What follows belongs to an exercise in optimizing a design on an open flow for small area and a short achievable clock period; a production flow would make more cautious choices. Only simulation tests tie the RTL to the original design; equivalence was not proved.

==> 07-28 <==
Design tsow_core, start of the top module:
module tsow_core (
    input  wire        clk,
    input  wire        rst,         
    input  wire        tick,        
    input  wire        line_in,
    output reg         line_out,
    output reg         line_oe,
    input  wire        cmd_valid,
    input  wire [31:0] cmd,
    output reg  [31:0] rsp
);
clock: 10.0 ns
lec_check: 0
cap_margin: 20
core_margin: 2
core_utilization: 40
slew_margin: 20
standard.sh (not shown) runs the stock make flow with config.mk's settings and CLKGATE_MAP_FILE= SYNTH_SCRIPT=/design/flow/synth_recipe.tcl, a recipe that flattens the netlist after the stock synthesis.
==> flow/flow/run.sh <==
#!/bin/bash
# Standard layout, run through the standard flow's own script.
set -o pipefail
bash standard.sh > standard.log 2>&1
==> 08-10: changes against 07-28 <==
--- a/flow/design.v
+++ b/flow/design.v
@@ -25,11 +25,14 @@
     reg        mal, ovr;
     reg [7:0]  dest;
     reg [7:0]  txq_mem [0:63];
     reg [6:0]  txq_len;
     reg [7:0]  txf_mem [0:63];
-    reg        txf_ld;           
+    reg        txf_ld1, txf_ld;  
+    reg        tw_en;            
+    reg [5:0]  tw_idx;
+    reg [7:0]  tw_dat;
     reg [6:0]  tx_len;
     reg [7:0]  tx_dest;
     reg [6:0]  tx_sr;            
     reg [2:0]  tx_bl;            
     reg [2:0]  tx_nx;            
@@ -145,11 +148,15 @@
             TU_PAY:  tx_unit = txf_mem[tx_p];
             default: tx_unit = 8'h01;
         endcase
     end
     always @(posedge clk) begin
-        txf_ld  <= tx_start;
+        txf_ld1 <= tx_start;
+        txf_ld  <= txf_ld1;
+        tw_en   <= fill_ok;
+        tw_idx  <= txq_len[5:0];
+        tw_dat  <= cmd[7:0];
         rx_pend <= rx_byte_done & (rx_fld == RF_PAY);
         rx_store <= rx_acc & rx_len_ok;
         if (rx_pend)
             rx_cnt <= rx_cnt + 8'd1;
         if (rst) begin
@@ -296,12 +303,12 @@
             rxf_fin <= line_in;
         end
     end
     integer i;
     always @(posedge clk) begin
-        if (fill_ok)
-            txq_mem[txq_len[5:0]] <= cmd[7:0];
+        if (tw_en)
+            txq_mem[tw_idx] <= tw_dat;
         if (rx_pend & rx_store)
             rxa_mem[rx_cnt[5:0]] <= rx_sr;
         for (i = 0; i < 64; i = i + 1) begin
             if (txf_ld)
                 txf_mem[i] <= txq_mem[i];
==> flow/run.sh (new file) <==
#!/bin/bash
# synth_recipe.tcl (not shown) runs the flow's synth.tcl, then flattens the netlist and writes it again
# the make line also repeats each setting of config.mk as NAME=value (left out here)
make -C /OpenROAD-flow-scripts/flow DESIGN_CONFIG=/design/flow/config.mk WORK_HOME=/design/flow/orfs CLKGATE_MAP_FILE= SYNTH_SCRIPT=/design/flow/synth_recipe.tcl finish
ABC_CLOCK_PERIOD_IN_PS = 3000   (was unset)
CORE_UTILIZATION = 50   (was 40)
SETUP_SLACK_MARGIN = 5   (was unset)
removed: flow/flow/run.sh
removed: flow/standard.sh
==> 03-06: changes against 07-28 <==
==> flow/run.sh (new file) <==
#!/bin/bash
# synth_recipe.tcl (not shown) runs the flow's synth.tcl, then flattens the netlist and writes it again
# the make line also repeats each setting of config.mk as NAME=value (left out here)
make -C /OpenROAD-flow-scripts/flow DESIGN_CONFIG=/design/flow/config.mk WORK_HOME=/design/flow/orfs CLKGATE_MAP_FILE= SYNTH_SCRIPT=/design/flow/synth_recipe.tcl finish
removed: flow/flow/run.sh
removed: flow/standard.sh
==> comparison table <==
| quantity | 07-28 | 08-10 | 03-06 |
|---|---|---|---|
| Status | no timing/DRC/antenna violations | no timing/DRC/antenna violations | no timing/DRC/antenna violations |
| Number of well taps | 3185 | 2511 | 3185 |
| Fraction of the mapped netlist area in compound gates | 4.86% | 5.88% | 4.86% |
| Die height | 496 um | 440 um | 496 um |
| Share of synthesized area occupied by flip-flops and latches | 84.3% | 86.0% | 84.3% |
| Worst setup slack after layout | 3.75 ns | 5.04 ns | 3.75 ns |
| Multiplexer area fraction after synthesis | 0.344% | 0.300% | 0.344% |
| Clock skew | 0.0680 ns | 0.0895 ns | 0.0680 ns |
| Number of standard cells in the layout, taps in and fillers out | 9001 | 8161 | 9001 |
| Number of rows created at floorplan | 180 | 160 | 180 |
| All-Layer GR Usage | 24.9% | 28.6% | 24.9% |
| Non-clock buffer count in the final layout | 267 | 305 | 267 |
| Register area | 0.0816 mm^2 | 0.0819 mm^2 | 0.0816 mm^2 |
| Initial core utilization | 40.3% | 50.2% | 40.3% |
| Final period util | 62.5% | 49.6% | 62.5% |
| Shortest period the worst path allows | 6.25 ns | 4.96 ns | 6.25 ns |

-- separate check: timing with driven ports --
In the flow no input, the clock included, has a driving cell. The finished layouts below were timed again as built, in two steps. Step 1, drivers: a clkbuf_16 drives clk and a buf_2 each remaining input, both assumed. Step 2 times the ports against the registers' clock, not the clock port: input delays grow and output delays shrink by t, the midpoint of the rising clock arrivals with the driver on. Three values: ideal ports, drivers, drivers and shift; two values: the first two.
run	t, ns	setup slack, ns	worst register clock-pin slew, ns
07-28	1.005	3.753 / 3.812 / 2.807	0.07 / 0.07
08-10	0.984	5.045 / 5.045 / 4.129	0.07 / 0.07
03-06	1.005	3.753 / 3.812 / 2.807	0.07 / 0.07
After both steps every run listed still meets setup and hold.
